This design comes from an exercise in tuning for small area and few clock cycles on the open sky130 flow, not from production work. Only simulation tests tie the RTL to the original design; equivalence was not proved. Power and IR drop assume default switching activity.

File: flow/design.v
module i2cc_crc8 (
    input  wire [15:0] crc_in,
    input  wire [7:0]  data,
    output wire [15:0] crc_out
);
    wire [7:0] t = crc_in[15:8] ^ data;
    wire       p = ^t;
    assign crc_out = {crc_in[7] ^ p, crc_in[6:2], crc_in[1] ^ t[7], crc_in[0] ^ t[6] ^ t[7],
                      t[5] ^ t[6], t[4] ^ t[5], t[3] ^ t[4], t[2] ^ t[3], t[1] ^ t[2], t[0] ^ t[1],
                      p ^ t[0], p};
endmodule
module i2cc_top (
    input  wire        clk,
    input  wire        rst,
    input  wire        host_req,
    input  wire        host_we,
    input  wire [10:0] host_addr,
    input  wire [31:0] host_wdata,
    output reg  [31:0] host_rdata,
    output reg         host_err,
    output wire        irq,
    output wire        bus_req,
    output reg  [2:0]  bus_act,
    output reg  [7:0]  bus_data,
    input  wire        bus_done,
    input  wire [1:0]  bus_resp,
    input  wire        bus_rx_valid,
    input  wire [7:0]  bus_rx_data
);
    localparam MAXC = 64;             
    localparam RXS  = 64;             
    localparam DBS  = MAXC - 9;       
    localparam [7:0] R_OK = 8'h00, R_DEV = 8'h01, R_UNK = 8'h02,
                     R_COMM = 8'h10, R_RSF = 8'h11,
                     R_FTL = 8'h20, R_FSH = 8'h21, R_CRC = 8'h22, R_FCE = 8'h23,
                     R_BADC = 8'h30, R_SEQ = 8'h31, R_BLEN = 8'h32;
    localparam [3:0] P_IDLE = 4'd0, P_CHECK = 4'd1, P_CRC = 4'd2, P_MARSHAL = 4'd3,
                     P_UNM = 4'd4, P_WAKE = 4'd5, P_WRITE = 4'd6, P_RESYNC = 4'd7,
                     P_WAIT = 4'd8, P_RC = 4'd9, P_RB = 4'd10, P_READ = 4'd11;
    localparam [2:0] TS_IDLE = 3'd0, TS_ADDRW = 3'd1, TS_DSENT = 3'd2,
                     TS_RSP = 3'd4, TS_ADDRR = 3'd5, TS_DREC = 3'd6, TS_FAIL = 3'd7;
    localparam [2:0] A_START = 3'd1, A_RSTART = 3'd2, A_STOP = 3'd3, A_WRBYTE = 3'd4,
                     A_RDBYTES = 3'd5, A_DUMMY = 3'd6, A_WAKE = 3'd7;
    reg        ctrl_ie;
    reg [2:0]  ctrl_retries;
    reg        done, ovr;
    reg [2:0]  tstate;
    reg [3:0]  phase;
    reg [3:0]  attempts;
    reg [31:0] cmd;
    reg [7:0]  result;
    reg [6:0]  dev_addr;
    reg [15:0] waddr, ioaddr;
    reg [7:0]  opcode, mode;
    reg [15:0] param1, param2;
    reg [31:0] dlen;
    reg [7:0]  wr_len, rd_len, crc_len, resp_len, frame_len, rx_len;
    reg [15:0] crc_reg;
    reg [7:0]  rsp_status;
    reg [3:0]  rsp_code;
    reg [7:0]  rsp_dlen;
    reg        rsp_valid;
    reg [7:0]  dbuf  [0:DBS-1];
    reg [7:0]  txbuf [0:MAXC-1];
    reg [7:0]  rxbuf [0:RXS-1];
    reg [7:0]  undo  [0:RXS-1];       
    localparam [4:0] S_IDLE = 5'd0, S_DEC = 5'd1, S_CRC = 5'd2, S_MAR = 5'd3,
                     S_UNM = 5'd4, S_WAKE = 5'd6, S_WR = 5'd7,
                     S_RSW = 5'd8, S_GAP = 5'd9, S_RC = 5'd10, S_RB = 5'd11,
                     S_RF = 5'd12, S_BW = 5'd13, S_BR = 5'd14, S_RSY = 5'd15,
                     S_FIN = 5'd16, S_RF0 = 5'd17;
    localparam [2:0] G_WR = 3'd0, G_WAKE = 3'd1, G_RSW = 3'd2,
                     G_RC = 3'd4, G_RB = 3'd5;
    localparam [4:0] E_IDLE = 5'd0, E_START = 5'd1, E_ADW = 5'd2, E_WAH = 5'd3,
                     E_WAL = 5'd4, E_DATA = 5'd5, E_STOPW = 5'd6, E_RST = 5'd7,
                     E_ADR = 5'd8, E_RD = 5'd9, E_STOPR = 5'd10, E_NSTOP = 5'd11,
                     E_RS1 = 5'd12, E_RS2 = 5'd13, E_RSD = 5'd14, E_RSS = 5'd15,
                     E_WAKE = 5'd16;
    reg [4:0]  st;
    reg [2:0]  gnext;
    reg [2:0]  retries_snap;
    reg [6:0]  j;             
    reg [15:0] crc_acc;
    reg        mar_act;       
    reg        rest_act;      
    reg        rbase;         
    reg [4:0]  es;
    reg        dv;            
    reg [6:0]  bp;            
    wire busy = (st != S_IDLE);
    assign irq = done & ctrl_ie;
    wire [6:0] h_bidx  = host_addr[8:2];
    wire [4:0] h_ridx  = host_addr[6:2];
    wire       h_align = (host_addr[1:0] == 2'b00);
    wire       h_isreg = (host_addr[10:9] == 2'd0) && (h_bidx < 7'd20);
    wire       h_isdb  = (host_addr[10:9] == 2'd1) && (h_bidx < DBS);
    wire       h_istx  = (host_addr[10:9] == 2'd2) && (h_bidx < MAXC);
    wire       h_isrx  = (host_addr[10:9] == 2'd3) && (h_bidx < RXS);
    wire       h_legal = h_align && (h_isreg || h_isdb || h_istx || h_isrx);
    wire       h_wr    = host_req && host_we && h_legal;
    wire       h_rw    = h_wr && h_isreg;
    wire       h_dbrd  = host_req && !host_we && (host_addr[10:9] == 2'd1);
    wire       grant   = !h_dbrd;
    wire       w_ctrl  = h_rw && (h_ridx == 5'd0);
    wire       w_stat  = h_rw && (h_ridx == 5'd1);
    wire       w_cmd   = h_rw && (h_ridx == 5'd2) && !busy;
    wire       w_par   = h_rw && !busy;
    wire       w_drop  = h_wr && busy && (!h_isreg ||
                         !(h_ridx == 5'd0 || h_ridx == 5'd1 || h_ridx == 5'd3 ||
                           h_ridx == 5'd16 || h_ridx == 5'd18 || h_ridx == 5'd19));
    always @(posedge clk) begin
        if (rst || w_ctrl) begin
            ctrl_ie      <= !rst && host_wdata[0];
            ctrl_retries <= rst ? 3'd3 : host_wdata[6:4];
        end
        if (rst || w_cmd)                       cmd      <= rst ? 32'd0 : host_wdata;
        if (rst || (w_par && h_ridx == 5'd4))   dev_addr <= rst ? 7'h50 : host_wdata[6:0];
        if (rst || (w_par && h_ridx == 5'd5))   waddr    <= rst ? 16'h0000 : host_wdata[15:0];
        if (rst || (w_par && h_ridx == 5'd6))   ioaddr   <= rst ? 16'hFE00 : host_wdata[15:0];
        if (rst || (w_par && h_ridx == 5'd7))   opcode   <= rst ? 8'd0 : host_wdata[7:0];
        if (rst || (w_par && h_ridx == 5'd8))   mode     <= rst ? 8'd0 : host_wdata[7:0];
        if (rst || (w_par && h_ridx == 5'd9))   param1   <= rst ? 16'd0 : host_wdata[15:0];
        if (rst || (w_par && h_ridx == 5'd10))  param2   <= rst ? 16'd0 : host_wdata[15:0];
        if (rst || (w_par && h_ridx == 5'd11))  dlen     <= rst ? 32'd0 : host_wdata;
        if (rst || (w_par && h_ridx == 5'd12))  wr_len   <= rst ? 8'd0 : host_wdata[7:0];
        if (rst || (w_par && h_ridx == 5'd13))  rd_len   <= rst ? 8'd0 : host_wdata[7:0];
        if (rst || (w_par && h_ridx == 5'd14))  crc_len  <= rst ? 8'd0 : host_wdata[7:0];
        if (rst || (w_par && h_ridx == 5'd15))  resp_len <= rst ? 8'd64 : host_wdata[7:0];
    end
    wire [3:0] c_op    = cmd[3:0];
    wire [1:0] c_src   = cmd[5:4];
    wire       c_wake  = cmd[8];
    wire       c_idle  = cmd[9];
    wire       c_legal = (cmd == 32'h1) || (cmd == 32'h11) || (cmd == 32'h21) ||
                         (cmd == 32'h2) || (cmd == 32'h3) || (cmd == 32'h4) ||
                         (cmd == 32'h5) || (cmd == 32'h6) ||
                         ((cmd & 32'hFFFF_FEFF) == 32'h7) || (cmd == 32'h8) ||
                         ((cmd & 32'hFFFF_FDFF) == 32'h9);
    wire       c_sleep = (c_op == 4'h9);
    wire [9:0]  dl_sum  = {2'b00, dlen[7:0]} + {2'b00, dlen[15:8]} +
                          {2'b00, dlen[23:16]} + {2'b00, dlen[31:24]};
    wire [9:0]  f_len   = c_sleep ? 10'd0 : dl_sum;
    wire [7:0]  f_op    = c_sleep ? 8'h11 : opcode;
    wire [7:0]  f_mode  = c_sleep ? (c_idle ? 8'h40 : 8'h00) : mode;
    wire [15:0] f_p1    = c_sleep ? 16'h0000 : param1;
    wire [15:0] f_p2    = c_sleep ? 16'h0000 : param2;
    wire [7:0]  f_count = 8'd9 + f_len[7:0];
    wire [6:0]  f_dend  = 7'd7 + f_len[6:0];      
    wire [6:0]  j_p2    = j + 7'd2;
    wire        j_data  = (j >= 7'd7) && (j_p2 < frame_len[6:0]);
    wire        j_crc0  = (j_p2 == frame_len[6:0]);
    wire        j_last  = (j + 7'd1 == frame_len[6:0]);
    wire        e_read  = (st == S_BR) || (st == S_RC) || (st == S_RB);
    wire        e_base  = (st == S_RB);
    wire [15:0] e_wa    = (c_op == 4'h4 || c_op == 4'h5) ? waddr : ioaddr;
    wire [7:0]  rb0     = rxbuf[0];
    reg  [7:0]  e_n;
    always @* begin
        if (c_op == 4'h4)      e_n = wr_len;
        else if (c_op == 4'h5) e_n = rd_len;
        else if (st == S_RC)   e_n = 8'd1;
        else if (st == S_RB)   e_n = rb0;
        else                   e_n = frame_len;
    end
    wire [6:0] proc_delay = 7'd4 + {1'b0, opcode[3:0], 2'b00} + {5'd0, mode[1:0]};
    reg e_fin, e_ok;
    always @* begin
        e_fin = 1'b0; e_ok = 1'b0;
        if (bus_req && bus_done) begin
            case (es)
                E_START, E_RST, E_RS2: e_fin = (bus_resp != 2'd0);
                E_ADW, E_WAH, E_WAL, E_DATA, E_ADR: e_fin = bus_resp[1];
                E_STOPW, E_STOPR, E_RSS, E_WAKE: begin e_fin = 1'b1; e_ok = 1'b1; end
                E_NSTOP: e_fin = 1'b1;
                default: ;
            endcase
        end
    end
    wire       mar_port  = mar_act && j_data;
    wire       fetch_w   = !e_read && (es == E_WAL || es == E_DATA) && (bp != e_n[6:0]) &&
                           (!mar_act || (bp < j));
    wire       fetch_ok  = fetch_w && grant;
    wire [6:0] j_m7      = j - 7'd7;
    reg        e_atx;
    reg  [5:0] e_aidx;
    always @* begin
        if (fetch_w) begin
            e_atx = 1'b1; e_aidx = bp[5:0];
        end else if (mar_act) begin
            e_atx = 1'b0; e_aidx = j_m7[5:0];
        end else begin
            e_atx = c_src[0]; e_aidx = j[5:0];
        end
    end
    wire       a_eng = busy && !h_dbrd;
    wire       a_tx  = a_eng ? e_atx : host_addr[10];
    wire [5:0] a_idx = a_eng ? e_aidx : host_addr[7:2];
    wire [5:0] b_idx = !busy ? host_addr[7:2] : (es == E_RD) ? bp[5:0] : j[5:0];
    reg [7:0] pa, pb;
    integer k;
    always @* begin
        pa = 8'd0;
        for (k = 0; k < DBS; k = k + 1)  if (!a_tx && a_idx == k) pa = pa | dbuf[k];
        for (k = 0; k < MAXC; k = k + 1) if (a_tx && a_idx == k)  pa = pa | txbuf[k];
        pb = 8'd0;
        for (k = 0; k < RXS; k = k + 1)  if (b_idx == k) pb = pb | rxbuf[k];
    end
    reg [31:0] h_reg;
    always @* begin
        case (h_ridx)
            5'd0:  h_reg = {25'd0, ctrl_retries, 3'd0, ctrl_ie};
            5'd1:  h_reg = {16'd0, attempts, phase, 1'b0, tstate, 1'b0, ovr, done, busy};
            5'd2:  h_reg = cmd;
            5'd3:  h_reg = {24'd0, result};
            5'd4:  h_reg = {25'd0, dev_addr};
            5'd5:  h_reg = {16'd0, waddr};
            5'd6:  h_reg = {16'd0, ioaddr};
            5'd7:  h_reg = {24'd0, opcode};
            5'd8:  h_reg = {24'd0, mode};
            5'd9:  h_reg = {16'd0, param1};
            5'd10: h_reg = {16'd0, param2};
            5'd11: h_reg = dlen;
            5'd12: h_reg = {24'd0, wr_len};
            5'd13: h_reg = {24'd0, rd_len};
            5'd14: h_reg = {24'd0, crc_len};
            5'd15: h_reg = {24'd0, resp_len};
            5'd16: h_reg = {24'd0, frame_len};
            5'd17: h_reg = {24'd0, rx_len};
            5'd18: h_reg = {16'd0, crc_reg};
            5'd19: h_reg = {rsp_valid, 7'd0, rsp_dlen, 4'd0, rsp_code, rsp_status};
            default: h_reg = 32'd0;
        endcase
    end
    always @(posedge clk) begin
        case (host_addr[10:9])
            2'd0:    host_rdata <= h_reg;
            2'd3:    host_rdata <= {24'd0, pb};
            default: host_rdata <= {24'd0, pa};
        endcase
        if (rst) host_err <= 1'b0;
        else     host_err <= host_req && !h_legal;
    end
    reg [7:0] f_hdr;
    always @* begin
        case (j[2:0])
            3'd0: f_hdr = frame_len;
            3'd1: f_hdr = f_op;
            3'd2: f_hdr = f_mode;
            3'd3: f_hdr = f_p1[15:8];
            3'd4: f_hdr = f_p1[7:0];
            3'd5: f_hdr = f_p2[15:8];
            default: f_hdr = f_p2[7:0];
        endcase
    end
    wire       mar_go   = mar_act && (!mar_port || (grant && !fetch_w));
    wire [7:0] mar_byte = (j < 7'd7) ? f_hdr : j_data ? pa :
                          j_crc0 ? crc_acc[15:8] : crc_acc[7:0];
    wire       mar_last = j_last;
    wire       rx_in    = (es == E_RD) && bus_rx_valid;
    wire       rx_wr    = rx_in && !bp[6];
    wire [6:0] bp_nx    = (rx_in && bp != 7'h7F) ? bp + 7'd1 : bp;
    wire [6:0] bp_eff   = bp[6] ? 7'd64 : bp;
    wire [6:0] rest_t   = j + bp_eff;
    wire       rest_wr  = rest_act && rest_t[6] && !(rbase && rest_t[5:0] == 6'd0);
    wire       rest_any = (bp_eff != {6'd0, e_base});    
    wire       crc_go   = (st == S_CRC) && (c_src[1] || grant);
    reg  [7:0]  crc_data;
    wire [15:0] crc_next;
    always @* begin
        if (st == S_RC || st == S_RB)        crc_data = bus_rx_data;
        else if (mar_act)                    crc_data = mar_byte;
        else if (st == S_CRC && !c_src[1])   crc_data = pa;
        else                                 crc_data = pb;
    end
    i2cc_crc8 u_crc (.crc_in(crc_acc), .data(crc_data), .crc_out(crc_next));
    reg [3:0] st_code;
    always @* begin
        case (rxbuf[1])
            8'h00: st_code = 4'd0;
            8'h02: st_code = 4'd1;
            8'h04: st_code = 4'd2;
            8'h08: st_code = 4'd3;
            8'h10: st_code = 4'd4;
            8'h20: st_code = 4'd5;
            8'h40: st_code = 4'd6;
            8'h50: st_code = 4'd7;
            8'h60: st_code = 4'd8;
            8'h70: st_code = 4'd9;
            8'h80: st_code = 4'd10;
            8'h90: st_code = 4'd11;
            default: st_code = 4'd14;
        endcase
    end
    wire       unm_exec = (st == S_RB);
    wire [7:0] unm_n    = unm_exec ? rb0 : rx_len;
    wire       unm_crc  = unm_exec ? (crc_acc != 16'd0) : (crc_next != 16'd0);
    wire       unm_fce  = !unm_exec && (rb0 != rx_len);
    wire [7:0] unm_res  = unm_crc ? R_CRC : unm_fce ? R_FCE :
                          (st_code == 4'd0) ? R_OK : (st_code == 4'd14) ? R_UNK : R_DEV;
    wire       unm_good = !unm_crc && !unm_fce;
    wire [5:0] w_idx  = !busy ? host_addr[7:2] : rx_in ? bp[5:0] : rest_act ? rest_t[5:0] : j[5:0];
    wire [7:0] w_dtx  = !busy ? host_wdata[7:0] : mar_byte;
    wire [7:0] w_drx  = !busy ? host_wdata[7:0] : rx_in ? bus_rx_data : undo[RXS-1];
    wire       w_db   = !busy && h_wr && h_isdb;
    wire       w_tx   = busy ? mar_go : (h_wr && h_istx);
    wire       w_rx   = busy ? (rx_wr || rest_wr) : (h_wr && h_isrx);
    wire       u_sh   = rx_wr || rest_act;
    always @(posedge clk) begin
        if (w_db) dbuf[w_idx] <= host_wdata[7:0];
        if (w_tx) txbuf[w_idx] <= w_dtx;
        if (w_rx) rxbuf[w_idx] <= w_drx;
        if (u_sh) begin
            undo[0] <= pb;
            for (k = 1; k < RXS; k = k + 1) undo[k] <= undo[k-1];
        end
    end
    assign bus_req = (es != E_IDLE) && (es != E_DATA || dv);
    always @* begin
        case (es)
            E_START, E_RS1, E_RS2: bus_act = A_START;
            E_ADW, E_WAH, E_WAL, E_DATA, E_ADR: bus_act = A_WRBYTE;
            E_STOPW, E_STOPR, E_NSTOP, E_RSS: bus_act = A_STOP;
            E_RST:   bus_act = A_RSTART;
            E_RD:    bus_act = A_RDBYTES;
            E_RSD:   bus_act = A_DUMMY;
            E_WAKE:  bus_act = A_WAKE;
            default: bus_act = 3'd0;
        endcase
    end
    always @(posedge clk) begin
        if (rst) begin
            done         <= 1'b0;
            ovr          <= 1'b0;
            tstate       <= TS_IDLE;
            phase        <= P_IDLE;
            attempts     <= 4'd0;
            result       <= 8'hFF;
            frame_len    <= 8'd0;
            rx_len       <= 8'd0;
            crc_reg      <= 16'd0;
            rsp_status   <= 8'd0;
            rsp_code     <= 4'hF;
            rsp_dlen     <= 8'd0;
            rsp_valid    <= 1'b0;
            st           <= S_IDLE;
            gnext        <= G_WR;
            retries_snap <= 3'd0;
            j            <= 7'd0;
            crc_acc      <= 16'd0;
            mar_act      <= 1'b0;
            rest_act     <= 1'b0;
            rbase        <= 1'b0;
            es           <= E_IDLE;
            bus_data     <= 8'd0;
            dv           <= 1'b0;
            bp           <= 7'd0;
        end else begin
            if (w_stat) begin
                if (host_wdata[1]) done <= 1'b0;
                if (host_wdata[2]) ovr  <= 1'b0;
            end
            if (w_drop) ovr <= 1'b1;
            if (w_par && h_ridx == 5'd17) rx_len <= host_wdata[7:0];
            if (w_cmd) begin
                done         <= 1'b0;
                attempts     <= 4'd0;
                phase        <= P_CHECK;
                retries_snap <= ctrl_retries;
                st           <= S_DEC;
            end
            if (es == E_DATA && !dv && fetch_ok) begin
                bus_data <= pa; dv <= 1'b1; bp <= bp + 7'd1;
            end
            if (es == E_RD) begin
                bp <= bp_nx;
                if (bus_rx_valid) crc_acc <= crc_next;
            end
            if (bus_req && bus_done) begin
                case (es)
                    E_START: begin
                        if (bus_resp == 2'd0) begin es <= E_ADW; bus_data <= {dev_addr, 1'b0}; end
                        else begin tstate <= TS_FAIL; es <= E_IDLE; end
                    end
                    E_ADW, E_WAH, E_WAL, E_DATA, E_ADR: begin
                        if (bus_resp == 2'd0) begin
                            case (es)
                                E_ADW: begin tstate <= TS_ADDRW; es <= E_WAH; bus_data <= e_wa[15:8]; end
                                E_WAH: begin es <= E_WAL; bus_data <= e_wa[7:0]; end
                                E_ADR: begin tstate <= TS_ADDRR; es <= E_RD; bus_data <= e_n - {7'd0, e_base}; end
                                default: begin    
                                    if (e_read) begin
                                        tstate <= TS_RSP; es <= E_RST;
                                    end else if (bp == e_n[6:0]) begin
                                        tstate <= TS_DSENT; es <= E_STOPW;
                                    end else begin
                                        es <= E_DATA;
                                        if (fetch_ok) begin bus_data <= pa; dv <= 1'b1; bp <= bp + 7'd1; end
                                        else dv <= 1'b0;
                                    end
                                end
                            endcase
                        end else if (bus_resp == 2'd1) begin
                            es <= E_NSTOP;           
                        end else begin
                            tstate <= TS_FAIL; es <= E_IDLE;
                        end
                    end
                    E_STOPW, E_STOPR, E_RSS: begin
                        tstate <= TS_IDLE; es <= E_IDLE;
                    end
                    E_RST: begin
                        if (bus_resp == 2'd0) begin es <= E_ADR; bus_data <= {dev_addr, 1'b1}; end
                        else begin tstate <= TS_FAIL; es <= E_IDLE; end
                    end
                    E_RD: begin
                        if (bp_nx == e_n[6:0]) begin tstate <= TS_DREC; es <= E_STOPR; end
                        else es <= E_NSTOP;
                    end
                    E_NSTOP: begin
                        tstate <= TS_FAIL; es <= E_IDLE;
                    end
                    E_RS1: begin
                        if (bus_resp == 2'd0) begin es <= E_RSD; bus_data <= 8'hFF; end
                        else es <= E_RS2;
                    end
                    E_RS2: begin
                        if (bus_resp == 2'd0) begin es <= E_RSD; bus_data <= 8'hFF; end
                        else begin tstate <= TS_FAIL; es <= E_IDLE; end
                    end
                    E_RSD: es <= E_RSS;
                    E_WAKE: es <= E_IDLE;
                    default: es <= E_IDLE;
                endcase
            end
            if (mar_go) begin
                if (!j_crc0 && !j_last) crc_acc <= crc_next;
                j <= j + 7'd1;
                if (mar_last) mar_act <= 1'b0;
            end
            if (rest_act) begin
                j <= j + 7'd1;
                if (j == 7'd63) rest_act <= 1'b0;
            end
            case (st)
                S_IDLE: ;
                S_DEC: begin
                    if (!c_legal) begin
                        result <= R_BADC; phase <= P_IDLE; done <= 1'b1; st <= S_IDLE;
                    end else begin
                        case (c_op)
                            4'h1: begin
                                phase <= P_CRC;
                                if (crc_len > ((c_src == 2'd0) ? DBS : MAXC)) begin
                                    result <= R_BLEN; phase <= P_IDLE; done <= 1'b1; st <= S_IDLE;
                                end else if (crc_len == 8'd0) begin
                                    crc_reg <= 16'd0;
                                    result <= R_OK; phase <= P_IDLE; done <= 1'b1; st <= S_IDLE;
                                end else begin
                                    j <= 7'd0; crc_acc <= 16'd0; st <= S_CRC;
                                end
                            end
                            4'h2: begin
                                phase <= P_MARSHAL;
                                if (f_len > DBS) begin
                                    result <= R_FTL; phase <= P_IDLE; done <= 1'b1; st <= S_IDLE;
                                end else begin
                                    frame_len <= f_count;
                                    j <= 7'd0; crc_acc <= 16'd0; mar_act <= 1'b1; st <= S_MAR;
                                end
                            end
                            4'h3: begin
                                phase <= P_UNM;
                                rsp_valid <= 1'b0; rsp_dlen <= 8'd0; rsp_code <= 4'hF; rsp_status <= 8'd0;
                                if (rx_len > RXS) begin
                                    result <= R_BLEN; phase <= P_IDLE; done <= 1'b1; st <= S_IDLE;
                                end else if (rx_len < 8'd4) begin
                                    result <= R_FSH; phase <= P_IDLE; done <= 1'b1; st <= S_IDLE;
                                end else begin
                                    j <= 7'd0; crc_acc <= 16'd0; st <= S_UNM;
                                end
                            end
                            4'h4: begin
                                if (tstate == TS_FAIL) begin
                                    result <= R_SEQ; phase <= P_IDLE; done <= 1'b1; st <= S_IDLE;
                                end else if (wr_len > MAXC) begin
                                    result <= R_BLEN; phase <= P_IDLE; done <= 1'b1; st <= S_IDLE;
                                end else begin
                                    phase <= P_WRITE;
                                    es <= E_START; bp <= 7'd0; dv <= 1'b0;
                                    st <= S_BW;
                                end
                            end
                            4'h5: begin
                                if (tstate == TS_FAIL) begin
                                    result <= R_SEQ; phase <= P_IDLE; done <= 1'b1; st <= S_IDLE;
                                end else if (rd_len < 8'd1 || rd_len > RXS) begin
                                    result <= R_BLEN; phase <= P_IDLE; done <= 1'b1; st <= S_IDLE;
                                end else begin
                                    phase <= P_READ;
                                    es <= E_START; bp <= 7'd0;
                                    st <= S_BR;
                                end
                            end
                            4'h6: begin
                                phase <= P_RESYNC; es <= E_RS1; st <= S_RSY;
                            end
                            4'h7: begin
                                rsp_valid <= 1'b0; rsp_dlen <= 8'd0; rsp_code <= 4'hF; rsp_status <= 8'd0;
                                if (tstate == TS_FAIL) begin
                                    result <= R_SEQ; phase <= P_IDLE; done <= 1'b1; st <= S_IDLE;
                                end else if (resp_len < 8'd4 || resp_len > RXS) begin
                                    result <= R_BLEN; phase <= P_IDLE; done <= 1'b1; st <= S_IDLE;
                                end else if (f_len > DBS) begin
                                    result <= R_FTL; phase <= P_IDLE; done <= 1'b1; st <= S_IDLE;
                                end else begin
                                    phase <= P_MARSHAL;
                                    frame_len <= f_count;
                                    j <= 7'd0; crc_acc <= 16'd0; mar_act <= 1'b1;
                                    st <= S_GAP;
                                    if (c_wake) begin gnext <= G_WAKE; bp <= f_dend + 7'd1; end
                                    else begin        gnext <= G_WR;   bp <= f_dend + 7'd2; end
                                end
                            end
                            4'h8: begin
                                phase <= P_WAKE; es <= E_WAKE; st <= S_WAKE;
                            end
                            default: begin    
                                if (tstate == TS_FAIL) begin
                                    result <= R_SEQ; phase <= P_IDLE; done <= 1'b1; st <= S_IDLE;
                                end else begin
                                    frame_len <= f_count;
                                    j <= 7'd0; crc_acc <= 16'd0; mar_act <= 1'b1;
                                    phase <= P_WRITE; attempts <= 4'd1;
                                    es <= E_START; bp <= 7'd0; dv <= 1'b0;
                                    st <= S_WR;
                                end
                            end
                        endcase
                    end
                end
                S_GAP: begin
                    if (bp == 7'd1) begin
                        case (gnext)
                            G_WR: begin
                                phase <= P_WRITE; attempts <= attempts + 4'd1;
                                es <= E_START; bp <= 7'd0; dv <= 1'b0;
                                st <= S_WR;
                            end
                            G_WAKE: begin
                                phase <= P_WAKE; es <= E_WAKE; st <= S_WAKE;
                            end
                            G_RSW: begin
                                phase <= P_RESYNC; es <= E_RS1; st <= S_RSW;
                            end
                            G_RC: begin
                                phase <= P_RC; es <= E_START; bp <= 7'd0; crc_acc <= 16'd0;
                                st <= S_RC;
                            end
                            default: begin    
                                phase <= P_RB; es <= E_START; bp <= 7'd1;
                                st <= S_RB;
                            end
                        endcase
                    end else bp <= bp - 7'd1;
                end
                S_CRC: begin
                    if (crc_go) begin
                        crc_acc <= crc_next; j <= j + 7'd1;
                        if ({1'b0, j} + 8'd1 == crc_len) begin
                            crc_reg <= crc_next;
                            result <= R_OK; phase <= P_IDLE; done <= 1'b1; st <= S_IDLE;
                        end
                    end
                end
                S_MAR: begin
                    if (mar_go && mar_last) begin
                        result <= R_OK; phase <= P_IDLE; done <= 1'b1; st <= S_IDLE;
                    end
                end
                S_UNM: begin
                    crc_acc <= crc_next;
                    j <= j + 7'd1;
                    if ({1'b0, j} + 8'd1 == rx_len) begin
                        result <= unm_res;
                        if (unm_good) begin
                            rsp_valid <= 1'b1; rsp_dlen <= unm_n - 8'd4; rsp_code <= st_code;
                            rsp_status <= rxbuf[1];
                        end
                        phase <= P_IDLE; done <= 1'b1; st <= S_IDLE;
                    end
                end
                S_WAKE: begin
                    if (e_fin) begin
                        if (c_op == 4'h8) begin
                            result <= R_OK; phase <= P_IDLE; done <= 1'b1; st <= S_IDLE;
                        end else begin
                            gnext <= G_WR; bp <= 7'd2; st <= S_GAP;
                        end
                    end
                end
                S_WR: begin
                    if (e_fin) begin
                        if (e_ok) begin
                            if (c_sleep) begin
                                result <= R_OK; phase <= P_IDLE; done <= 1'b1; st <= S_IDLE;
                            end else begin
                                phase <= P_WAIT; gnext <= G_RC; bp <= proc_delay + 7'd3; st <= S_GAP;
                            end
                        end else begin
                            gnext <= G_RSW; bp <= 7'd1; st <= S_GAP;
                        end
                    end
                end
                S_RSW: begin
                    if (e_fin) begin
                        if (!e_ok) begin
                            result <= R_RSF; st <= S_FIN;
                        end else if (attempts == {1'b0, retries_snap} + 4'd1) begin
                            result <= R_COMM; st <= S_FIN;
                        end else begin
                            gnext <= G_WR; bp <= 7'd2; st <= S_GAP;
                        end
                    end
                end
                S_RC: begin
                    if (e_fin) begin
                        if (e_ok) begin
                            rx_len <= 8'd1;
                            if (rb0 < 8'd4) begin
                                result <= R_FSH; phase <= P_IDLE; done <= 1'b1; st <= S_IDLE;
                            end else if (rb0 > resp_len) begin
                                result <= R_FCE; phase <= P_IDLE; done <= 1'b1; st <= S_IDLE;
                            end else begin
                                gnext <= G_RB; bp <= 7'd2; st <= S_GAP;
                            end
                        end else begin
                            rx_len <= 8'd0;
                            j <= 7'd0; rest_act <= rest_any; rbase <= 1'b0;
                            st <= S_RF0;
                        end
                    end
                end
                S_RB: begin
                    if (e_fin) begin
                        if (e_ok) begin
                            rx_len <= rb0;
                            result <= unm_res;
                            if (unm_good) begin
                                rsp_valid <= 1'b1; rsp_dlen <= unm_n - 8'd4; rsp_code <= st_code;
                                rsp_status <= rxbuf[1];
                            end
                            phase <= P_IDLE; done <= 1'b1; st <= S_IDLE;
                        end else begin
                            rx_len <= 8'd0;
                            j <= 7'd0; rest_act <= rest_any; rbase <= 1'b1;
                            st <= S_RF0;
                        end
                    end
                end
                S_RF0: begin
                    phase <= P_RESYNC; es <= E_RS1; st <= S_RF;
                end
                S_RF: begin
                    if (e_fin) begin
                        result <= e_ok ? R_COMM : R_RSF;
                        st <= S_FIN;
                    end
                end
                S_BW: begin
                    if (e_fin) begin
                        result <= e_ok ? R_OK : R_COMM;
                        phase <= P_IDLE; done <= 1'b1; st <= S_IDLE;
                    end
                end
                S_BR: begin
                    if (e_fin) begin
                        if (e_ok) begin
                            rx_len <= rd_len;
                            result <= R_OK; phase <= P_IDLE; done <= 1'b1; st <= S_IDLE;
                        end else begin
                            rx_len <= 8'd0; result <= R_COMM;
                            j <= 7'd0; rest_act <= rest_any; rbase <= 1'b0;
                            st <= S_FIN;
                        end
                    end
                end
                S_RSY: begin
                    if (e_fin) begin
                        result <= e_ok ? R_OK : R_RSF;
                        phase <= P_IDLE; done <= 1'b1; st <= S_IDLE;
                    end
                end
                S_FIN: begin
                    if (!rest_act && !mar_act) begin
                        phase <= P_IDLE; done <= 1'b1; st <= S_IDLE;
                    end
                end
                default: st <= S_IDLE;
            endcase
        end
    end
endmodule
File: flow/flow/run.sh
#!/bin/bash
set -euo pipefail
HERE=$(pwd)
python3 - "$HERE" <<'PY'
import sys, re, os
here = sys.argv[1]
flow_home = os.environ["FLOW_HOME"]
# ORFS's synth.tcl with its abc call given our script
s = open(os.path.join(flow_home, "scripts", "synth.tcl")).read()
old = "log_cmd abc {*}$abc_args"
assert s.count(old) == 1, "abc call not found in synth.tcl"
s = s.replace(old, "log_cmd abc -script %s/flow/abc.script {*}[lrange $abc_args 2 end]" % here)
open(os.path.join(here, "synth_abc.tcl"), "w").write(s)
# The standard flow's synthesis script, sourcing that copy
b = open(os.path.join(here, "synth_recipe.tcl")).read()
old = "source $::env(SCRIPTS_DIR)/synth.tcl"
assert b.count(old) == 1, "synth.tcl not sourced by synth_recipe.tcl"
open(os.path.join(here, "own_synth.tcl"), "w").write(b.replace(old, "source %s/synth_abc.tcl" % here))
# standard.sh, with that synthesis script
t = open(os.path.join(here, "standard.sh")).read()
t2, n = re.subn(r"SYNTH_SCRIPT=\S+", "SYNTH_SCRIPT=%s/own_synth.tcl" % here, t)
assert n == 1, "SYNTH_SCRIPT not found in standard.sh"
open(os.path.join(here, "own_standard.sh"), "w").write(t2)
PY
# synthesis with our ABC script, then the rest of the standard flow
bash own_standard.sh synth > synth.log 2>&1
bash standard.sh > layout.log 2>&1
File: flow/flow/abc.script
strash
&get -n
&st
&deepsyn -T 60
&dch -f
&nf
&put
File: flow/standard.sh
#!/bin/bash
# synth_recipe.tcl (not shown) runs the flow's synth.tcl, then flattens the netlist and writes it again
# the make line also repeats each setting of config.mk as NAME=value (left out here)
make -C /OpenROAD-flow-scripts/flow DESIGN_CONFIG=/design/flow/config.mk WORK_HOME=/design/flow/orfs CLKGATE_MAP_FILE= SYNTH_SCRIPT=/design/flow/synth_recipe.tcl "${@:-finish}"
File: flow/config.mk
export PLATFORM = sky130hd
export DESIGN_NAME = i2cc_top
export DESIGN_NICKNAME = i2cc_top
export VERILOG_FILES = /design/flow/design.v
export SDC_FILE = /design/flow/constraint.sdc
export NUM_CORES = 8
export LEC_CHECK = 0
export CAP_MARGIN = 30
export CORE_MARGIN = 2
export CORE_UTILIZATION = 25
export PLACE_DENSITY = 0.45
export SETUP_SLACK_MARGIN = 0.2
export SLEW_MARGIN = 30
File: flow/constraint.sdc
create_clock -name core_clock -period 10.0 [get_ports {clk}]
set_input_delay 2.0000 -clock core_clock [delete_from_list [all_inputs] [get_ports {clk}]]
set_output_delay 2.0000 -clock core_clock [all_outputs]
set_load 0.01 [all_outputs]
==> results of run 1 <==
[timing repair]
action                     CTS  global route
buffers inserted             0             2
setup endpoints to repair   24            24
pin swaps                    1             6
resized for setup            8            19
gates cloned                 0             0
hold buffers                 0             0
[worst register-to-register path, delay by kind of cell, from the launching register on]
| family | cells | cell delay [ns] |
|---|---|---|
| AOI/OAI and AO/OA | 10 | 2.76 |
| xor gates and xnor gates | 4 | 1.01 |
| adders and majority gates | 1 | 0.18 |
| buffers and inverters | 10 | 2.01 |
| DFF | 1 | 0.39 |
| and+or+nand+nor | 15 | 3.10 |
[through the flow]
| step | setup slack (ns) | TNS (ns) | power, mW | area (sq um) |
|---|---|---|---|---|
| 2_1_floorplan | -0.2048 | -104.83 | 11.89 | 90180 |
| 3_3_place_gp | -1.268 | -28.67 | 13.12 | 105400 |
| 3_5_place_dp | -0.8276 | -18.08 | 13.12 | 105700 |
| 4_1_cts | 0.2519 | 0 | 23.05 | 114600 |
| 5_1_grt | 0.1944 | 0 | 23.53 | 114800 |
| 6_report | 0.3480 | 0 | 22.96 | 114800 |
[final cells by class]
class,count,area share [%]
Timing Repair Buffer,933,7.391
Tap cell,4773,5.204
Multi-Input combinational cell,3546,19.95
Antenna cell,8,0.01744
Clock inverter,144,1.255
Inverter,80,0.2617
Clock buffer,346,6.391
Sequential cell,2331,59.53
[report_power, final]
group	switching, mW	leakage [nW]	internal, mW	total (mW)
clock network	4.30	4.26	5.68	9.99
registers	0.160	20.5	10.8	10.9
logic	1.41	12.1	0.625	2.04
[worst paths after layout]
| check | endpoint | start | slack [ns] |
|---|---|---|---|
| worst max-delay path | rsp_dlen[6] | host_addr[10] | 0.35 |
| worst min-delay path | undo[54][3] | undo[53][3] | 0.36 |
| worst max register to register | rsp_dlen[6] | st[4] | 0.47 |
| worst min register to register | undo[54][3] | undo[53][3] | 0.36 |
[layout by cell type, fill, tap and decap left out, types with 95 or more instances in the layout]
cell / n
a32oi_1: 169
edfxtp_1: 2163
nor2_1: 359
nand4_1: 160
clkdlybuf4s50_1: 95
o21ai_0: 105
buf_4: 724
clkinv_1: 130
nand2_1: 412
a222oi_1: 155
clkbuf_16: 280
a21oi_1: 130
dfxtp_1: 166
nand3_1: 733
buf_12: 99
a22oi_1: 144
[synth_stat cells (all sizes together) (74+ instances only)]
master and instances:
a21oi 132, a222oi 155, a22o 74, a22oi 144
a32oi 170, clkinv 80, dfxtp 168, edfxtp 2163
nand2 418, nand3 734, nand4 160, nor2 527
nor4 113, o21ai 115
[metal layers]
metal	GRT usage, %	wire, microns
met5	0	142
met4	12.92	28920
met3	5.753	49260
met2	37.30	202500
met1	33.31	187300
[logic make-up (layout without fill, tap and decap cells)]
group	after synthesis	count (layout)	synth area share [%]
compound gates	1074	1074	9.204
simple gates	2285	2285	12.27
buf+inv	80	1503	0.3334
other cells	0	8	0
mux	7	7	0.07918
fa+ha+maj	83	83	1.295
flops	2331	2331	75.84
xor+xnor	97	97	0.9737
==> flow_metrics.env, run 1 <==
export IMPL_drt_drc_violations_left=0
export IMPL_dpl_hpwl_microns=334900
export IMPL_yosysTopAreaCell="edfxtp_1"
export IMPL_avgViaCountPerCell=5.604
export IMPL_period_minus_slack_ns=9.652
export IMPL_cp_num_buf_inv=13
export IMPL_critPathTopFamily="buffers and inverters"
export IMPL_worst_r2r_path_depth=40
export IMPL_crit_required_ns=10.81
export IMPL_max_freq_ghz=0.1036
export IMPL_status="timing/DRC/antenna clean"
export IMPL_grtUsageTotal_pct=24.83
export IMPL_synth_top_area_share_pct=72.11
export IMPL_ir_worst_vdd_mv=0.1394
export IMPL_power_density_nw_per_um2=200.0
export IMPL_fin_hold_ws_ns=0.3596
export IMPL_drt_iter0_markers=12222
export IMPL_grt_ovfl_total=0
export IMPL_path_clk_slew_ns=0.06
export IMPL_synth_seq_area_share_pct=75.84
export IMPL_wl_per_cell_microns=38.49
export IMPL_timing_critical_path_mode_cell="buf_4"
export IMPL_io_buffer_count=104
export IMPL_area_growth_pct=27.41
export IMPL_cp_num_cells=39
export IMPL_synth_area_leaders="edfxtp_1 72%, nand3_1 4.1%, dfxtp_1 3.7%, nor2_1 2.2%, nand2_1 1.7%"
export IMPL_syn_inst=5957
export IMPL_cts_buffer_depth=4
export IMPL_vias=68156
export IMPL_synth_cell_types=66
export IMPL_final_cells=12161
export IMPL_leakage_nw=36.92
export IMPL_final_util_pct=31.97
export IMPL_htreeDepth=5
export IMPL_grt_pass1_vias=64506
export IMPL_worstPathArrival_ns=10.46
export IMPL_drtAntennaViolNets=0
export IMPL_cp_start_kind="input pin"
export IMPL_synth_ff_type="edfxtp_1"
export IMPL_min_path_cells=0
export IMPL_clock_skew_ns=0.1055
export IMPL_dpl_cell_count=11659
export IMPL_final_hold_viol_count=0
export IMPL_cp_max_fo=20
export IMPL_io_pins=105
export IMPL_grt_pass1_wl_microns=611300
export IMPL_setup_violations=0
export IMPL_nets=7309
export IMPL_layout_drive_gt1_share_pct=20.04
export IMPL_antenna_found_initial=38
export IMPL_crit_type="in -> reg"
export IMPL_cts_made_buffers=275
export IMPL_yosysWarnings=2
export IMPL_fillers=35468
export IMPL_tritoncts="built"
export IMPL_die_h_microns=604.3
export IMPL_cts_sinks=2331
export IMPL_syn_num_nets=6099
export IMPL_relSlewSlack_pct=23.94
export IMPL_multiInputGateArea_sq_um=22900
export IMPL_setup_worst_path_end_class="flop"
export IMPL_rows=220
export IMPL_initial_core_util_pct=25.09
export IMPL_hp_class="reg -> reg"
export IMPL_fp_dieArea_sq_um=365100
export IMPL_cpPeakStageDelay_ns=0.64
export IMPL_syn_cell_area_sq_um=90080
export IMPL_postSynthAreaPerCell_sq_um=15.12
export IMPL_synth_seq_cells=2331
export IMPL_slowest_stage="a32oi_1"
export IMPL_wl_microns=468100
export IMPL_clock_latency_ns=0.95
export IMPL_core_area_sq_um=358900
export IMPL_grt_max_degree=164
export IMPL_async_reset_ff_share_pct=0
export IMPL_chipWidth_microns=604.3
export IMPL_synth_edf_count=2163
export IMPL_firstDrtPassIters=10
export IMPL_cts_root_buf="clkbuf_16"
export IMPL_drv_cap=0
export IMPL_final_max_slew_viol_count=0
export IMPL_rsz0062_at_grt="no"
export IMPL_gp_congestion=1.025
export IMPL_finalCritPeriodShare_pct=96.52
export IMPL_reg_top3="rxbuf x512, txbuf x512, undo x512"
export IMPL_layout_area_seq_sq_um=68320
export IMPL_worst_pin_slew_ns=1.141
Testbench counts, summed over its fixed seeds: cycles 107,398.
==> run 2: changes to the inputs <==
--- a/flow/config.mk
+++ b/flow/config.mk
@@ -8,6 +8,8 @@
 export CAP_MARGIN = 30
 export CORE_MARGIN = 2
 export CORE_UTILIZATION = 25
+export CTS_BUF_LIST = sky130_fd_sc_hd__clkbuf_8
+export CTS_CLUSTER_SIZE = 30
 export PLACE_DENSITY = 0.45
 export SETUP_SLACK_MARGIN = 0.2
 export SLEW_MARGIN = 30
==> run 2 against run 1 <==
- final cell count up 2.2%
- sequential power about the same
- utilization fell by 0.23 points
- register-to-register slack got worse by 0.04 ns
- critical path type is now reg -> reg
- critical endpoint unchanged
- largest cell class unchanged
- highest routed layer unchanged
==> flow_metrics.env, run 2 <==
export IMPL_synth_most_common_cell="edfxtp_1"
export IMPL_nets=7446
export IMPL_htreeDepth=5
export IMPL_worst_r2r_path_depth=37
export IMPL_syn_inst=5957
export IMPL_cts_sinks=2331
export IMPL_final_hold_viol_count=0
export IMPL_grt_pass1_wl_microns=614000
export IMPL_synth_top_area_share_pct=72.11
export IMPL_yosysTopAreaCell="edfxtp_1"
export IMPL_muxShareOfSynthArea_pct=0.07918
export IMPL_clock_skew_ns=0.1404
export IMPL_fin_ws_ns=0.4346
export IMPL_yosys_area_share_simple_pct=12.27
export IMPL_core_area_sq_um=358900
export IMPL_crit_type="reg -> reg"
export IMPL_synth_area_leaders="edfxtp_1 72%, nand3_1 4.1%, dfxtp_1 3.7%, nor2_1 2.2%, nand2_1 1.7%"
export IMPL_rows=220
export IMPL_design_area_sq_um=113900
export IMPL_place_ws_ns=-0.8276
export IMPL_wl_microns=469700
export IMPL_met2_usage_pct=37.29
export IMPL_firstDrtPassIters=7
export IMPL_drtAntennaViolNets=0
export IMPL_max_freq_ghz=0.1045
export IMPL_synth_seq_cells=2331
export IMPL_cts_made_buffers=411
export IMPL_cp_num_buf_inv=7
export IMPL_drv_cap=0
export IMPL_drt_drc_violations_left=0
export IMPL_final_max_slew_viol_count=0
export IMPL_synth_edf_count=2163
export IMPL_tritoncts="built"
export IMPL_dpl_hpwl_microns=334900
export IMPL_avgViaCountPerCell=5.531
export IMPL_worst_pin_slew_ns=1.138
export IMPL_timing_critical_path_mode_cell="buf_4"
export IMPL_grtUsageTotal_pct=24.91
export IMPL_grt_ovfl_total=0
export IMPL_cts_buffer_depth=4
export IMPL_top_usage_layer="met2"
export IMPL_relSlewSlack_pct=24.14
export IMPL_placed_area_sq_um=105700
export IMPL_cpPeakStageDelay_ns=0.54
export IMPL_gp_congestion=1.025
export IMPL_synth_ff_type="edfxtp_1"
export IMPL_worstPathArrival_ns=10.61
export IMPL_crit_required_ns=11.05
export IMPL_initial_core_util_pct=25.09
export IMPL_grt_max_degree=164
export IMPL_drt_iter0_markers=12008
export IMPL_rsz0062_at_grt="no"
export IMPL_postSynthAreaPerCell_sq_um=15.12
export IMPL_area_growth_pct=26.50
export IMPL_finalCritPeriodShare_pct=95.65
export IMPL_leakage_nw=37.13
export IMPL_ir_worst_vdd_mv=0.1265
export IMPL_grt_pass1_vias=65352
export IMPL_slowest_stage="or4b_1"
export IMPL_wl_per_cell_microns=37.79
export IMPL_synth_cell_types=66
export IMPL_period_minus_slack_ns=9.565
export IMPL_power_density_nw_per_um2=191.4
export IMPL_syn_num_nets=6099
export IMPL_vias=68762
export IMPL_setup_worst_path_end_class="flop"
export IMPL_synth_seq_area_share_pct=75.84
export IMPL_yosysWarnings=2
export IMPL_cp_start_kind="flop"
export IMPL_min_path_cells=0
export IMPL_io_buffer_count=104
export IMPL_final_common_cell="edfxtp_1"
export IMPL_total_power_mw=21.81
export IMPL_most_common_layout_cells="2163 x edfxtp_1, 733 x nand3_1, 724 x buf_4, 428 x clkbuf_8, 412 x nand2_1"
export IMPL_layout_drive_gt1_share_pct=21.36
export IMPL_io_pins=105
export IMPL_die_h_microns=604.3
export IMPL_critPathTopFamily="simple AND/OR/NAND/NOR gates"
export IMPL_fp_dieArea_sq_um=365100
export IMPL_status="timing/DRC/antenna clean"
export IMPL_synth_commonest_cells="2163 x edfxtp_1, 734 x nand3_1, 527 x nor2_1"
export IMPL_chipWidth_microns=604.3
export IMPL_cp_max_fo=20
export IMPL_path_clk_slew_ns=0.06
export IMPL_syn_cell_area_sq_um=90080
export IMPL_clock_latency_ns=1.20
export IMPL_setup_violations=0
export IMPL_met1_usage_pct=33.49
export IMPL_synthAdderAreaFrac_pct=1.295
export IMPL_reg_top3="rxbuf x512, txbuf x512, undo x512"
export IMPL_cp_num_cells=37
export IMPL_antenna_found_initial=34
export IMPL_hp_class="reg -> reg"
export IMPL_async_reset_ff_share_pct=0
export IMPL_cts_root_buf="clkbuf_8"
export IMPL_synth_top_family_by_area="simple AND/OR/NAND/NOR gates"
export IMPL_synthXorXnorAreaFrac_pct=0.9737
export IMPL_use_met3_pct=5.751
export IMPL_synth_compound_area_share_pct=9.204
-- run 2: path summary, 6_finish.rpt --
check / from / to / slack (ns)
setup / recovery: cmd[1] / rsp_dlen[6] / 0.43
setup reg to reg: cmd[1] / rsp_dlen[6] / 0.43
hold / removal: undo[3][1] / undo[4][1] / 0.38
hold reg to reg: undo[3][1] / undo[4][1] / 0.38
-- run 2: cell type report --
cell class                 instances  area (sq um)
inverter                          80         300.3
sequential                      2331         68320
antenna                           21         52.55
timing repair buffer             934          8509
clock inverter                   318          2038
tap                             4773          5972
multi-input combinational       3546         22860
clock buffer                     428          5891
fill                           35731        245000
-- run 2: power by group --
part	internal [mW]	switching [mW]	total [mW]
combinational	0.626	1.41	2.04
clock	4.53	4.31	8.84
sequential	10.8	0.160	10.9
-- run 2: cells by family after synthesis --
| logic type | Yosys count |
|---|---|
| flops | 2331 |
| simple gates | 2285 |
| compound gates | 1074 |
| xor+xnor | 97 |
| fa+ha+maj | 83 |
| buf+inv | 80 |
| mux | 7 |
-- run 2: what timing repair did --
| action | in CTS | in global routing |
|---|---|---|
| pin swaps | 1 | 3 |
| hold buffers | 0 | 0 |
| gates resized for setup | 7 | 17 |
| setup buffers | 0 | 2 |
| setup endpoints to repair | 24 | 24 |
-- run 2: through the flow --
step	hold WS [ns]	TNS, ns	util [%]	std cells
6_report	0.3814	0	31.74	12431
3_3_place_gp	0.4000	-28.67	29.36	11654
5_1_grt	0.3580	0	31.73	12415
2_1_floorplan	0.4003	-104.83	-	5957
3_5_place_dp	0.4045	-18.08	29.46	11659
4_1_cts	0.3309	0	31.68	12405
-- run 2: layer usage --
layer	wire [microns]	vias to the layer above
met3	49190	1017
met1	188600	35602
met5	41	-
met4	27960	6
met2	203900	4892
li1	-	27245
==> run 3: changes to the inputs <==
==> flow/run.sh (new file) <==
#!/bin/bash
# synth_recipe.tcl (not shown) runs the flow's synth.tcl, then flattens the netlist and writes it again
# the make line also repeats each setting of config.mk as NAME=value (left out here)
make -C /OpenROAD-flow-scripts/flow DESIGN_CONFIG=/design/flow/config.mk WORK_HOME=/design/flow/orfs CLKGATE_MAP_FILE= SYNTH_SCRIPT=/design/flow/synth_recipe.tcl finish
==> flow/config.mk (replaced) <==
export PLATFORM = sky130hd
export DESIGN_NAME = i2cc_top
export DESIGN_NICKNAME = i2cc_top
export VERILOG_FILES = /design/flow/design.v
export SDC_FILE = /design/flow/constraint.sdc
export NUM_CORES = 8
export LEC_CHECK = 0
export CAP_MARGIN = 20
export CORE_MARGIN = 2
export CORE_UTILIZATION = 25
export PLACE_DENSITY = 0.45
export SETUP_SLACK_MARGIN = 0.2
export SLEW_MARGIN = 20
removed: flow/flow/run.sh
removed: flow/flow/abc.script
removed: flow/standard.sh
==> run 3 against run 2 <==
- largest cell class unchanged
- die area up 8.5%
- combinational power up 6%
- wire length up 17%
- final cell count increased by 8.2%
- via count grew 12%
==> flow_metrics.env, run 3 <==
export IMPL_hold_end="undo[61][2]"
export IMPL_final_hold_viol_count=0
export IMPL_hp_class="reg -> reg"
export IMPL_total_power_mw=23.14
export IMPL_worstPathArrival_ns=10.48
export IMPL_htreeDepth=5
export IMPL_area_growth_pct=24.03
export IMPL_p_clk_share_pct=44.0
export IMPL_period_minus_slack_ns=9.648
export IMPL_crit_required_ns=10.84
export IMPL_cp_start_kind="flop"
export IMPL_synth_cell_types=127
export IMPL_yosysTopAreaCell="edfxtp_1"
export IMPL_grt_pass1_wl_microns=714400
export IMPL_clock_skew_ns=0.08114
export IMPL_drtAntennaViolNets=0
export IMPL_synth_seq_area_share_pct=69.85
export IMPL_dr_max_layer_used="met5"
export IMPL_cts_sinks=2331
export IMPL_min_path_cells=0
export IMPL_final_common_cell="edfxtp_1"
export IMPL_wl_met3_microns=55740
export IMPL_timing_critical_path_mode_cell="buf_4"
export IMPL_r2r_end="rsp_status[5]"
export IMPL_synth_edf_count=2163
export IMPL_die_h_microns=629.5
export IMPL_power_frac_seq_pct=46.6
export IMPL_dpl_hpwl_microns=405600
export IMPL_final_util_pct=31.15
export IMPL_yosysWarnings=2
export IMPL_syn_inst=7111
export IMPL_holdCritStartpoint="undo[60][2]"
export IMPL_nets=8148
export IMPL_grt_pass1_vias=71297
export IMPL_relSlewSlack_pct=7.607
export IMPL_drt_iter0_markers=13354
export IMPL_syn_num_nets=7253
export IMPL_finalCritPeriodShare_pct=96.48
export IMPL_synth_most_common_cell="edfxtp_1"
export IMPL_ir_worst_vdd_mv=0.1318
export IMPL_p_switching_mw=5.979
export IMPL_cts_made_buffers=278
export IMPL_drv_cap=0
export IMPL_synth_area_leaders="edfxtp_1 66%, dfxtp_1 3.4%, a22oi_1 2.9%, nor2_1 2.2%, nand2_1 1.8%"
export IMPL_wl_microns=550900
export IMPL_fp_dieArea_sq_um=396200
export IMPL_drt_drc_violations_left=0
export IMPL_async_reset_ff_share_pct=0
export IMPL_syn_cell_area_sq_um=97800
export IMPL_wl_per_cell_microns=40.95
export IMPL_cp_max_fo=35
export IMPL_met1Wirelength_microns=230400
export IMPL_io_pins=105
export IMPL_chipWidth_microns=629.5
export IMPL_power_density_nw_per_um2=190.8
export IMPL_firstDrtPassIters=6
export IMPL_synth_top_area_share_pct=66.41
export IMPL_p_int_mw=17.16
export IMPL_worst_pin_slew_ns=1.378
export IMPL_setup_worst_path_end_class="flop"
export IMPL_r2r_start="cmd[0]"
export IMPL_synth_seq_cells=2331
export IMPL_postSynthAreaPerCell_sq_um=13.75
export IMPL_grt_ovfl_total=0
export IMPL_cts_buffer_depth=4
export IMPL_max_freq_ghz=0.1037
export IMPL_sw_frac_of_total_pct=25.84
export IMPL_layout_drive_gt1_share_pct=19.31
export IMPL_wl_met2_microns=231900
export IMPL_slowest_stage="a2111oi_0"
export IMPL_gp_congestion=1.044
export IMPL_path_clk_slew_ns=0.06
export IMPL_synth_ff_type="edfxtp_1"
export IMPL_clock_latency_ns=0.95
export IMPL_most_common_layout_cells="2163 x edfxtp_1, 805 x buf_4, 469 x nor2_1, 458 x nand2_1, 380 x a22oi_1"
export IMPL_synth_commonest_cells="2163 x edfxtp_1, 562 x nor2_1, 460 x nand2_1"
export IMPL_grt_max_degree=174
export IMPL_r2r_slack_ns=0.35
export IMPL_avgViaCountPerCell=5.706
export IMPL_crit_type="reg -> reg"
export IMPL_placed_area_sq_um=112200
export IMPL_initial_core_util_pct=25.12
export IMPL_worst_r2r_path_depth=29
export IMPL_setup_violations=0
export IMPL_final_cells=13452
export IMPL_antenna_found_initial=59
export IMPL_io_buffer_count=104
export IMPL_fin_hold_ws_ns=0.4083
export IMPL_final_max_slew_viol_count=0
export IMPL_rsz0062_at_grt="no"
export IMPL_reg_top3="rxbuf x512, txbuf x512, undo x512"
export IMPL_design_area_sq_um=121300
export IMPL_tritoncts="built"
export IMPL_status="timing/DRC/antenna clean"
export IMPL_vias=76763
export IMPL_cpPeakStageDelay_ns=0.91
export IMPL_pwr_share_comb_pct=9.3
export IMPL_leakage_nw=39.47
export IMPL_dpl_cell_count=12922
export IMPL_post_cts_buffers=0
export IMPL_rows=229
export IMPL_grtUsageTotal_pct=26.85
export IMPL_cts_root_buf="clkbuf_16"
export IMPL_core_area_sq_um=389400
-- run 3: cell type report --
cell class	instances	area, sq um
antenna	28	70.07
inverter	115	431.7
clock buffer	349	7506
clock inverter	152	1463
multi-input combinational	4284	28250
tap	5197	6502
timing repair buffer	996	8766
sequential	2331	68320
fill	38729	268100
-- run 3: through the flow --
step                TNS (ns)  setup slack, ns
finish                     0           0.3524
global route               0           0.2117
CTS                        0           0.2004
detailed placement    -10.90          -0.5513
global placement      -20.42          -0.9625
floorplan                  0           0.7924
-- run 3: worst max-delay path by stage --
| stage | startpoint | endpoint | slack (ns) | cells past startpoint |
|---|---|---|---|---|
| 2_1_floorplan | bus_rx_valid | undo[0][0] | 0.79 | 4 |
| 3_3_place_gp | host_addr[10] | rsp_code[3] | -0.96 | 34 |
| 3_5_place_dp | host_addr[9] | rsp_status[0] | -0.55 | 30 |
| 4_1_cts | st[2] | rsp_status[5] | 0.20 | 30 |
| 5_1_grt | cmd[0] | rsp_status[5] | 0.21 | 29 |
| 6_report | cmd[0] | rsp_status[5] | 0.35 | 29 |
-- run 3: what timing repair did --
item,CTS,global route
gates resized for setup,6,7
pin swaps,1,0
hold buffers,0,0
setup endpoints to repair,22,21
-- run 3: power by group through the flow --
stage          Sequential (mW)  Combinational [mW]  Clock [mW]
4_1_cts                   10.8                2.11        10.3
3_5_place_dp              11.0                2.10           0
5_1_grt                   10.8                2.19        10.7
3_3_place_gp              11.0                2.10           0
6_report                  10.8                2.16        10.2
2_1_floorplan             10.9               0.880           0
-- run 3: cells by family (layout without fill, tap and decap cells) --
| family | Yosys count | after routing | share of synthesized area, % |
|---|---|---|---|
| xor gates and xnor gates | 123 | 123 | 1.208 |
| AOI/OAI and AO/OA | 1762 | 1762 | 13.05 |
| DFF | 2331 | 2331 | 69.85 |
| buffers and inverters | 496 | 1612 | 2.180 |
| other | 0 | 28 | 0 |
| adders and majority gates | 84 | 84 | 1.203 |
| muxes | 133 | 133 | 1.402 |
| and+or+nand+nor | 2182 | 2182 | 11.10 |
-- run 3: worst max-delay path: cells and delay by family, from the launching register on --
family	cells	cell delay, ns
flops	1	0.66
simple gates	9	2.93
fa+ha+maj	1	0.22
xor+xnor	3	0.94
buf+inv	7	1.64
compound gates	9	3.06
-- run 3: per-layer routing --
metal / track usage (%) / vias up
met1: 37.10 / 40230
met2: 39.28 / 5425
met4: 13.34 / 20
met3: 6.211 / 1012
li1: - / 30076
met5: 0 / -
==> run 4: changes to the inputs <==
--- a/flow/design.v
+++ b/flow/design.v
@@ -65,7 +65,7 @@
     reg [7:0]  rxbuf [0:RXS-1];
     reg [7:0]  undo  [0:RXS-1];       
     localparam [4:0] S_IDLE = 5'd0, S_DEC = 5'd1, S_CRC = 5'd2, S_MAR = 5'd3,
-                     S_UNM = 5'd4, S_WAKE = 5'd6, S_WR = 5'd7,
+                     S_UNM = 5'd4, S_UNF = 5'd5, S_WAKE = 5'd6, S_WR = 5'd7,
                      S_RSW = 5'd8, S_GAP = 5'd9, S_RC = 5'd10, S_RB = 5'd11,
                      S_RF = 5'd12, S_BW = 5'd13, S_BR = 5'd14, S_RSY = 5'd15,
                      S_FIN = 5'd16, S_RF0 = 5'd17;
@@ -180,11 +180,12 @@
     wire       fetch_w   = !e_read && (es == E_WAL || es == E_DATA) && (bp != e_n[6:0]) &&
                            (!mar_act || (bp < j));
     wire       fetch_ok  = fetch_w && grant;
+    wire       a_fetch   = (es == E_WAL || es == E_DATA) && (!mar_act || (bp < j));
     wire [6:0] j_m7      = j - 7'd7;
     reg        e_atx;
     reg  [5:0] e_aidx;
     always @* begin
-        if (fetch_w) begin
+        if (a_fetch) begin
             e_atx = 1'b1; e_aidx = bp[5:0];
         end else if (mar_act) begin
             e_atx = 1'b0; e_aidx = j_m7[5:0];
@@ -252,7 +253,7 @@
             default: f_hdr = f_p2[7:0];
         endcase
     end
-    wire       mar_go   = mar_act && (!mar_port || (grant && !fetch_w));
+    wire       mar_go   = mar_act && (!mar_port || (grant && !a_fetch));
     wire [7:0] mar_byte = (j < 7'd7) ? f_hdr : j_data ? pa :
                           j_crc0 ? crc_acc[15:8] : crc_acc[7:0];
     wire       mar_last = j_last;
@@ -293,7 +294,7 @@
     end
     wire       unm_exec = (st == S_RB);
     wire [7:0] unm_n    = unm_exec ? rb0 : rx_len;
-    wire       unm_crc  = unm_exec ? (crc_acc != 16'd0) : (crc_next != 16'd0);
+    wire       unm_crc  = (crc_acc != 16'd0);
     wire       unm_fce  = !unm_exec && (rb0 != rx_len);
     wire [7:0] unm_res  = unm_crc ? R_CRC : unm_fce ? R_FCE :
                           (st_code == 4'd0) ? R_OK : (st_code == 4'd14) ? R_UNK : R_DEV;
@@ -580,14 +581,15 @@
                 S_UNM: begin
                     crc_acc <= crc_next;
                     j <= j + 7'd1;
-                    if ({1'b0, j} + 8'd1 == rx_len) begin
-                        result <= unm_res;
-                        if (unm_good) begin
-                            rsp_valid <= 1'b1; rsp_dlen <= unm_n - 8'd4; rsp_code <= st_code;
-                            rsp_status <= rxbuf[1];
-                        end
-                        phase <= P_IDLE; done <= 1'b1; st <= S_IDLE;
+                    if ({1'b0, j} + 8'd1 == rx_len) st <= S_UNF;
+                end
+                S_UNF: begin
+                    result <= unm_res;
+                    if (unm_good) begin
+                        rsp_valid <= 1'b1; rsp_dlen <= unm_n - 8'd4; rsp_code <= st_code;
+                        rsp_status <= rxbuf[1];
                     end
+                    phase <= P_IDLE; done <= 1'b1; st <= S_IDLE;
                 end
                 S_WAKE: begin
                     if (e_fin) begin
==> flow/flow/run.sh (new file) <==
#!/bin/bash
set -euo pipefail
HERE=$(pwd)
python3 - "$HERE" <<'PY'
import sys, re, os, shlex
here = sys.argv[1]
flow_home = os.environ["FLOW_HOME"]
# ORFS's synth.tcl with its abc call given our script
s = open(os.path.join(flow_home, "scripts", "synth.tcl")).read()
old = "log_cmd abc {*}$abc_args"
assert s.count(old) == 1, "abc call not found in synth.tcl"
s = s.replace(old, "log_cmd abc -script %s/flow/abc.script {*}[lrange $abc_args 2 end]" % here)
open(os.path.join(here, "synth_abc.tcl"), "w").write(s)
# The standard flow's synthesis script, sourcing that copy
b = open(os.path.join(here, "synth_recipe.tcl")).read()
old = "source $::env(SCRIPTS_DIR)/synth.tcl"
assert b.count(old) == 1, "synth.tcl not sourced by synth_recipe.tcl"
open(os.path.join(here, "own_synth.tcl"), "w").write(b.replace(old, "source %s/synth_abc.tcl" % here))
# standard.sh, with that synthesis script
t = open(os.path.join(here, "standard.sh")).read()
t2, n = re.subn(r"SYNTH_SCRIPT=\S+", "SYNTH_SCRIPT=%s/own_synth.tcl" % here, t)
assert n == 1, "SYNTH_SCRIPT not found in standard.sh"
open(os.path.join(here, "own_standard.sh"), "w").write(t2)
# standard.sh, with our clock tree synthesis arguments
args = " ".join(open(os.path.join(here, "flow", "cts_args.txt")).read().split())
t3, n = re.subn(r"SYNTH_SCRIPT=\S+", lambda m: m.group(0) + " " + shlex.quote("CTS_ARGS=" + args), t)
assert n == 1
open(os.path.join(here, "cts_standard.sh"), "w").write(t3)
PY
bash own_standard.sh synth > synth.log 2>&1
bash standard.sh place > place.log 2>&1
bash cts_standard.sh cts > cts.log 2>&1
bash standard.sh > route.log 2>&1
==> flow/flow/abc.script (new file) <==
strash
&get -n
&st
&deepsyn -T 60
&dch -f
&nf
&put
==> flow/flow/cts_args.txt (new file) <==
-sink_clustering_enable -repair_clock_nets -sink_clustering_size 25 -sink_clustering_max_diameter 60 -buf_list sky130_fd_sc_hd__clkbuf_16 -dont_use_dummy_load
==> flow/standard.sh (new file) <==
#!/bin/bash
# synth_recipe.tcl (not shown) runs the flow's synth.tcl, then flattens the netlist and writes it again
# the make line also repeats each setting of config.mk as NAME=value (left out here)
make -C /OpenROAD-flow-scripts/flow DESIGN_CONFIG=/design/flow/config.mk WORK_HOME=/design/flow/orfs CLKGATE_MAP_FILE= SYNTH_SCRIPT=/design/flow/synth_recipe.tcl "${@:-finish}"
==> flow/config.mk (replaced) <==
export PLATFORM = sky130hd
export DESIGN_NAME = i2cc_top
export DESIGN_NICKNAME = i2cc_top
export VERILOG_FILES = /design/flow/design.v
export SDC_FILE = /design/flow/constraint.sdc
export NUM_CORES = 8
export LEC_CHECK = 0
export CAP_MARGIN = 30
export CORE_MARGIN = 2
export CORE_UTILIZATION = 50
export PLACE_DENSITY = 0.7
export SETUP_SLACK_MARGIN = 0.2
export SLEW_MARGIN = 30
removed: flow/run.sh
==> run 4 against run 3 <==
- first-iteration DRC count rose by 6.4%
- critical path depth fell by 4
- synthesized cell count fell by 17%
- hold slack got worse by 0.049 ns
- sequential cell count did not move
- final cell count fell by 33%
- synthesized area fell by 8.4%
- register-to-register slack improved by 0.82 ns
- combinational power fell by 26%
- still clean
- fmax rose by 4.2%
- largest cell class unchanged
==> flow_metrics.env, run 4 <==
export IMPL_clock_skew_ns=0.1236
export IMPL_ir_worst_vdd_mv=0.2098
export IMPL_cts_resized=0
export IMPL_cts_sinks=2331
export IMPL_yosysTopAreaCell="edfxtp_1"
export IMPL_rsz0062_at_grt="no"
export IMPL_antenna_found_initial=24
export IMPL_htreeDepth=4
export IMPL_design_area_sq_um=102600
export IMPL_nets=6735
export IMPL_crit_required_ns=10.76
export IMPL_cpPeakStageDelay_ns=0.76
export IMPL_worstPathArrival_ns=10.02
export IMPL_initial_core_util_pct=50.29
export IMPL_placed_area_sq_um=98470
export IMPL_syn_cell_area_sq_um=89630
export IMPL_r2r_start="j[1]"
export IMPL_fin_hold_ws_ns=0.3596
export IMPL_cp_num_buf_inv=5
export IMPL_firstDrtPassIters=10
export IMPL_setup_violations=0
export IMPL_cts_made_buffers=158
export IMPL_yosysWarnings=2
export IMPL_worst_pin_slew_ns=1.159
export IMPL_wl_per_cell_microns=43.51
export IMPL_hp_class="reg -> reg"
export IMPL_area_growth_pct=14.51
export IMPL_period_minus_slack_ns=9.263
export IMPL_die_h_microns=427.4
export IMPL_tritoncts="built"
export IMPL_gp_congestion=1.088
export IMPL_max_freq_ghz=0.1080
export IMPL_r2r_slack_ns=1.17
export IMPL_hold_end="undo[28][5]"
export IMPL_final_hold_viol_count=0
export IMPL_fin_setup_tns_ns=0
export IMPL_synth_seq_area_share_pct=76.22
export IMPL_cp_num_cells=25
export IMPL_cp_start_kind="input pin"
export IMPL_clock_latency_ns=0.88
export IMPL_cts_buffer_depth=3
export IMPL_layout_drive_gt1_share_pct=12.74
export IMPL_synth_cell_types=67
export IMPL_vias=66769
export IMPL_status="timing/DRC/antenna clean"
export IMPL_chipWidth_microns=427.4
export IMPL_drtAntennaViolNets=0
export IMPL_path_clk_slew_ns=0.09
export IMPL_grt_ovfl_total=0
[run 4: per-stage QoR]
| stage | power (mW) | setup WS (ns) | cells |
|---|---|---|---|
| 2_1_floorplan | 11.74 | -0.2134 | 5878 |
| 3_3_place_gp | 12.57 | 0.4109 | 8775 |
| 3_5_place_dp | 12.59 | 0.3025 | 8783 |
| 4_1_cts | 18.30 | 1.164 | 8941 |
| 5_1_grt | 18.72 | 0.7457 | 8948 |
| 6_report | 18.36 | 0.7372 | 8968 |
[run 4: worst register-to-register path: cells and delay by family (launching register included)]
| kind | cells | cell delay [ns] |
|---|---|---|
| adders and majority gates | 1 | 0.36 |
| buffers and inverters | 7 | 1.72 |
| and+or+nand+nor | 6 | 2.46 |
| DFF | 1 | 0.30 |
| AOI/OAI and AO/OA | 11 | 2.77 |
| xor gates and xnor gates | 4 | 1.20 |
[run 4: cell families (layout without fill, tap and decap cells)]
group | after synthesis | count (layout) | synth area share [%]
DFF | 2331 | 2331 | 76.22
and+or+nand+nor | 2229 | 2229 | 12.09
AOI/OAI and AO/OA | 1052 | 1052 | 9.020
xor gates and xnor gates | 99 | 99 | 0.9995
adders and majority gates | 82 | 82 | 1.287
buffers and inverters | 81 | 795 | 0.3392
muxes | 4 | 4 | 0.04607
other | 0 | 21 | 0
[run 4: per-layer routing]
metal | track usage, % | part of all wire (%) | vias to the layer above
li1 | - | - | 25388
met1 | 55.69 | 35 | 33025
met2 | 56.42 | 40 | 6857
met3 | 18.77 | 17 | 1481
met4 | 26.15 | 8.0 | 18
met5 | 0.2116 | 0.040 | -
[run 4: how the worst max path moves through the flow]
stage | to | start | slack [ns]
3_5_place_dp | crc_acc[15] | host_addr[10] | 0.30
3_3_place_gp | crc_acc[15] | host_addr[10] | 0.41
6_report | crc_acc[15] | host_addr[10] | 0.74
4_1_cts | crc_acc[15] | host_addr[10] | 1.16
5_1_grt | crc_acc[15] | host_addr[10] | 0.75
2_1_floorplan | undo[0][0] | bus_rx_valid | -0.21
[run 4: power by group]
part / switching (mW) / leakage (nW) / internal [mW]
Sequential: 0.126 / 20.5 / 10.7
Clock: 3.12 / 1.95 / 2.79
Combinational: 1.12 / 9.78 / 0.478
[run 4: layout make-up]
type | instances | area (sq um) | area share (%)
Sequential cell | 2331 | 68320 | 66.56
Antenna cell | 21 | 52.55 | 0.05120
Tap cell | 2355 | 2947 | 2.871
Clock buffer | 158 | 3954 | 3.852
Inverter | 81 | 304.0 | 0.2962
Timing Repair Buffer | 556 | 4861 | 4.736
Multi-Input combinational cell | 3466 | 22200 | 21.63
Testbench counts of run 4, summed over its fixed seeds: cycles 107,415.

[port drivers added, routing unchanged]
Ports are ideal in the flow. The routed layouts listed here were re-timed in OpenROAD. Step 1 sets driving cells, clkbuf_16 on the clock port and buf_2 on the other inputs (assumed; they add their load-dependent delay and slew). Step 2 times the ports against the registers' clock, not the clock port: input delays grow and output delays shrink by t, the midpoint of the rising clock arrivals with the driver on. Three values: ideal ports, drivers, drivers and shift; two values: the first two.
run	shift t [ns]	slack for setup (ns)
run 1	1.005	0.348 / 0.424 / -0.581
run 2	1.217	0.435 / 0.435 / -0.593
run 3	1.025	0.352 / 0.352 / -0.395
run 4	0.909	0.737 / 0.797 / -0.112
Met with ideal ports but missed after step 2: setup timing in every run listed.
